Background: an optimization exercise with open tools, aiming at small area. Do not read the settings as production practice.
Function was checked by simulation only, so behaviour that the tests miss may differ from the original.
No driver is modelled on the clock port, so clocking that relies on it looks cheaper here than on a real chip.
Power and IR drop assume default switching activity.

## build 82
==> flow/design.v <==
module irdata_core (
    input  wire        clk,
    input  wire        rst,           
    input  wire        cmd_valid,
    input  wire [79:0] cmd_word,
    output reg         busy,
    input  wire [7:0]  cap_len,
    output wire [7:0]  cap_addr,
    input  wire [15:0] cap_data,
    output wire        em_valid,
    output wire        em_mark,       
    output reg  [15:0] em_dur,        
    input  wire        em_ready,
    output reg  [2:0]  res_status,
    output reg         res_kind,
    output wire [2:0]  res_ctype,
    output reg  [6:0]  res_bits,
    output reg  [63:0] res_value,
    output wire [7:0]  res_proto
);
    reg        mode;          
    reg        hdr;           
    reg [7:0]  pos;
    reg        mflag;         
    reg [63:0] tx;            
    wire m9000 = (cap_data >= 16'd6750) && (cap_data <= 16'd11250);
    wire m4500 = (cap_data >= 16'd3375) && (cap_data <= 16'd5625);
    wire m560  = (cap_data >= 16'd420)  && (cap_data <= 16'd700);
    wire m1690 = (cap_data >= 16'd1268) && (cap_data <= 16'd2112);
    function automatic lt8;
        input [7:0] a;
        input [7:0] b;
        integer i;
        reg r;
        begin
            r = 1'b0;
            for (i = 0; i < 8; i = i + 1)
                r = (!a[i] && b[i]) || (!(a[i] && !b[i]) && r);
            lt8 = r;
        end
    endfunction
    assign cap_addr  = pos;
    assign res_ctype = res_kind ? res_value[2:0] : 3'd0;
    wire   st_ok     = (res_status == 3'd1);
    assign res_proto = {1'b0, st_ok, 2'b00, st_ok, 2'b00, st_ok};
    wire   s_end    = &pos[7:1];
    wire   s_nop    = !hdr && !pos[7] && !pos[6];
    wire [5:0]  tx_j  = ~pos[6:1];                  
    wire [63:0] tx_r  = {tx[62:0], tx[63]};         
    wire   tx_bit   = tx_r[tx_j];
    assign em_valid = busy && !mode && !s_nop;
    assign em_mark  = !pos[0];
    always @(*) begin
        if (hdr)
            em_dur = pos[0] ? 16'd4500 : 16'd9000;
        else
            em_dur = !pos[0] ? 16'd560 :
                     s_end   ? 16'd0   :
                     tx_bit  ? 16'd1690 : 16'd560;
    end
    wire hs = em_valid && em_ready;
    wire [1:0] cmd_op    = cmd_word[1:0];
    wire [2:0] cmd_ctype = cmd_word[4:2];
    wire [7:0] cmd_count = cmd_word[15:8];
    wire ctype_ok  = (cmd_ctype >= 3'd1) && (cmd_ctype <= 3'd4);
    wire cmd_ok    = cmd_op[1] || (cmd_op[0] && ctype_ok);
    wire op_dec    = cmd_op[1] && cmd_op[0];
    wire count_big = cmd_count[7] || (cmd_count[6] && (cmd_count[5:0] != 6'd0));
    wire start_dec = cmd_valid && op_dec;       
    wire [6:0] snd_n = cmd_op[1] ? cmd_count[6:0] : 7'd8;
    wire [7:0] pos_ld = (op_dec || (cmd_op[1] && count_big)) ? 8'd0 : {~snd_n, 1'b0};
    wire d_hdr    = (pos[7:2] == 6'd0);
    wire d_hspace = d_hdr && pos[1] && pos[0];              
    wire d_first  = (pos[7:3] == 5'd0) && pos[2] && !pos[1] && pos[0];   
    wire in_range = lt8({pos[7:1], 1'b0}, cap_len);
    wire d_bit    = mflag && m1690;
    wire d_mark   = !d_hdr && !pos[0];
    wire d_space  = !d_hdr && pos[0];
    wire d_stop   = d_mark && (res_kind ? (pos[4] && pos[2])
                                        : ((pos[7] && pos[2]) || !in_range));
    wire short_c  = cap_len < 8'd6;
    wire hdr_bad  = !(mflag && m4500);
    wire [7:0] cb = res_value[7:0];
    wire pfx_bad  = cb[7:3] != 5'b10100;
    wire typ_bad  = !((cb[2:0] >= 3'd1) && (cb[2:0] <= 3'd4));
    wire d_fail   = (d_hspace && (short_c || hdr_bad)) ||
                    (d_stop && res_kind && (pfx_bad || typ_bad));
    wire [2:0] fail_code = d_hspace ? (short_c ? 3'd2 : 3'd3)
                                    : (pfx_bad ? 3'd4 : 3'd5);
    wire dec      = busy && mode;
    wire v_clr   = rst || (!busy && start_dec) || (dec && d_fail);
    wire v_sh    = !rst && dec && d_space;
    wire v_hold  = !v_clr && !v_sh;
    wire [63:0] v_next = ({64{v_sh}} & {res_value[62:0], d_bit}) |
                         ({64{v_hold}} & res_value);
    always @(posedge clk) res_value <= v_next;
    wire b_inc  = !rst && dec && d_space;
    wire b_hold = !rst && !(dec && (d_space || d_fail)) && !(!busy && start_dec);
    wire [6:0] b_next = ({7{b_inc}} & (res_bits + 7'd1)) | ({7{b_hold}} & res_bits);
    always @(posedge clk) res_bits <= b_next;
    wire [63:0] tx_in = {cmd_word[79:24],
                         cmd_op[1] ? cmd_word[23:16] : {5'b10100, cmd_ctype}};
    wire t_ld   = !busy && cmd_valid;
    wire [63:0] t_next = ({64{t_ld}} & tx_in) | ({64{busy}} & tx);
    always @(posedge clk) tx <= t_next;
    wire pos_step = mode || hs;
    wire [7:0] pos_inc = {pos[7:1] + {6'd0, pos[0] && !hdr}, !pos[0]};
    always @(posedge clk) begin
        mflag <= d_hdr ? m9000 : (m560 && in_range);
        if (!busy) begin
            mode <= op_dec;
            hdr  <= !op_dec && !(cmd_op[1] && count_big);
            pos  <= pos_ld;
        end else if (pos_step) begin
            pos  <= pos_inc;
            if (pos[0]) hdr <= 1'b0;
        end
        if (rst) begin
            busy       <= 1'b0;
            res_status <= 3'd0;
            res_kind   <= 1'b0;
        end else if (!busy) begin
            if (cmd_valid && cmd_ok) busy <= 1'b1;
        end else if (mode) begin
            if (d_fail) begin
                busy       <= 1'b0;
                res_status <= fail_code;
                res_kind   <= 1'b0;
            end else if (d_stop) begin
                busy       <= 1'b0;
                res_status <= 3'd1;
            end else if (d_first) begin
                res_kind   <= d_bit;
            end
        end else begin
            if (s_nop || (hs && !hdr && s_end && pos[0])) busy <= 1'b0;
        end
    end
endmodule
Settings: LEC_CHECK=0, CAP_MARGIN=20, CORE_MARGIN=2, CORE_UTILIZATION=40, SLEW_MARGIN=20; clock period 10.0 ns.
standard.sh (not shown) runs the stock make flow with config.mk's settings and CLKGATE_MAP_FILE= SYNTH_SCRIPT=/design/flow/synth_recipe.tcl, a recipe that flattens the netlist after the stock synthesis.
==> flow/flow/run.sh <==
#!/bin/bash
# Layout with ORFS through the standard.sh: the standard synthesis, then
# the standard steps with
#  - buf_1 port buffers,
#  - combinational cells sized down to their smallest drive before the
#    post-placement repair (flow/downsize.tcl),
#  - a clock tree of a clkbuf_8 root and clkbuf_4 leaves without dummy loads,
#    where a leaf whose flip-flops would see a slow clock slew is upsized to
#    clkbuf_8 (flow/clkfix.tcl),
#  - the buffers that placement and CTS repair inserted sized down as far as
#    slew and capacitance limits allow (flow/bufdown.tcl).
# Each make step writes its own log under orfs/logs/; the make output goes to
# synth.log and layout.log here.
set -euo pipefail
here=$PWD
export PRE_RESIZE_TCL=$here/flow/downsize.tcl
export POST_CTS_TCL=$here/flow/postcts.tcl
export CLKFIX_LIMIT_PS=118
bash standard.sh synth > synth.log 2>&1
bash standard.sh \
  "BUFFER_PORTS_ARGS=-buffer_cell sky130_fd_sc_hd__buf_1" \
  "CTS_ARGS=-sink_clustering_enable -repair_clock_nets -dont_use_dummy_load -root_buf sky130_fd_sc_hd__clkbuf_8 -buf_list sky130_fd_sc_hd__clkbuf_4" \
  "PRE_RESIZE_TCL=$here/flow/downsize.tcl" \
  "POST_CTS_TCL=$here/flow/postcts.tcl" \
  finish > layout.log 2>&1
Other scripts of this flow, unchanged in this note and not shown: flow/flow/bufdown.tcl, flow/flow/clkfix.tcl, flow/flow/downsize.tcl, flow/flow/postcts.tcl
Relative to build 82, the following input files were edited for build 6:
diff --git a/flow/design.v b/flow/design.v
--- a/flow/design.v
+++ b/flow/design.v
@@ -19,9 +19,10 @@
     output wire [7:0]  res_proto
 );
     reg        mode;          
-    reg        hdr;           
+    reg        flag;
+    wire       hdr   = flag;
+    wire       mflag = flag;
     reg [7:0]  pos;
-    reg        mflag;         
     reg [63:0] tx;            
     wire m9000 = (cap_data >= 16'd6750) && (cap_data <= 16'd11250);
     wire m4500 = (cap_data >= 16'd3375) && (cap_data <= 16'd5625);
@@ -103,17 +104,18 @@
     wire t_ld   = !busy && cmd_valid;
     wire [63:0] t_next = ({64{t_ld}} & tx_in) | ({64{busy}} & tx);
     always @(posedge clk) tx <= t_next;
-    wire pos_step = mode || hs;
-    wire [7:0] pos_inc = {pos[7:1] + {6'd0, pos[0] && !hdr}, !pos[0]};
+    wire [7:0] pos_inc = {pos[7:1] + {6'd0, pos[0] && (mode || !hdr)}, !pos[0]};
     always @(posedge clk) begin
-        mflag <= d_hdr ? m9000 : (m560 && in_range);
         if (!busy) begin
             mode <= op_dec;
-            hdr  <= !op_dec && !(cmd_op[1] && count_big);
+            flag <= !op_dec && !(cmd_op[1] && count_big);
             pos  <= pos_ld;
-        end else if (pos_step) begin
+        end else if (mode) begin
             pos  <= pos_inc;
-            if (pos[0]) hdr <= 1'b0;
+            flag <= d_hdr ? m9000 : (m560 && in_range);
+        end else if (hs) begin
+            pos  <= pos_inc;
+            if (pos[0]) flag <= 1'b0;
         end
         if (rst) begin
             busy       <= 1'b0;
Findings:
The lower via count of the first global-routing pass of build 82 and build 6 is in build 82. Maximum resistive drop on vdd, build 82 and build 6: lower on build 82. Taking build 82 as the reference, in build 6 sequential fraction of design power +2.0 points, synthesized cell count -about 1.3%, maximum number of pins on one net before global-route repair -3.6%. Going from build 82 to build 6, net switching power has decreased; cell area has decreased; power attributed to sequential cells has remained practically unchanged; first-pass GRT wire length has decreased. Total chip power in build 6 is 2.9% below build 82. Between build 6 and build 82, the count of final max-slew check failures does not differ in any meaningful way. Last element of the critical path = em_dur[10]: build 6; last element of the critical path = em_dur[3]: build 82. Area used by sequential logic in the layout went down slightly going from build 82 to build 6. Comparing build 82 and build 6, the lower setup slack is on build 6. Wire length in build 6 vs build 82: up about 1.5%.

-- separate check: timing with driven ports --
The results above use ideal ports. As a check the final layouts listed here were re-extracted and re-timed, cells and wires unchanged. Step 1, drivers: a clkbuf_16 drives clk and a buf_2 each remaining input, both assumed. Step 2 moves the port delays by t, midway between the first and last clock arrival at a register: inputs arrive t later, outputs are due t later. That takes back most of the time a late clock gives input paths. Slacks: ideal ports / drivers / drivers and shift; pairs: ideal ports / drivers.
| run | t (ns) | slack for setup (ns) | worst hold slack (ns) | worst slew at a driven data input, ns |
|---|---|---|---|---|
| build 82 | 0.446 | 4.718 / 4.682 / 5.075 | 0.470 / 0.470 / 0.470 | 0.07 |
| build 6 | 0.432 | 4.558 / 4.524 / 4.956 | 0.460 / 0.460 / 0.460 | 0.09 |
After both steps setup and hold are still met in every run listed.
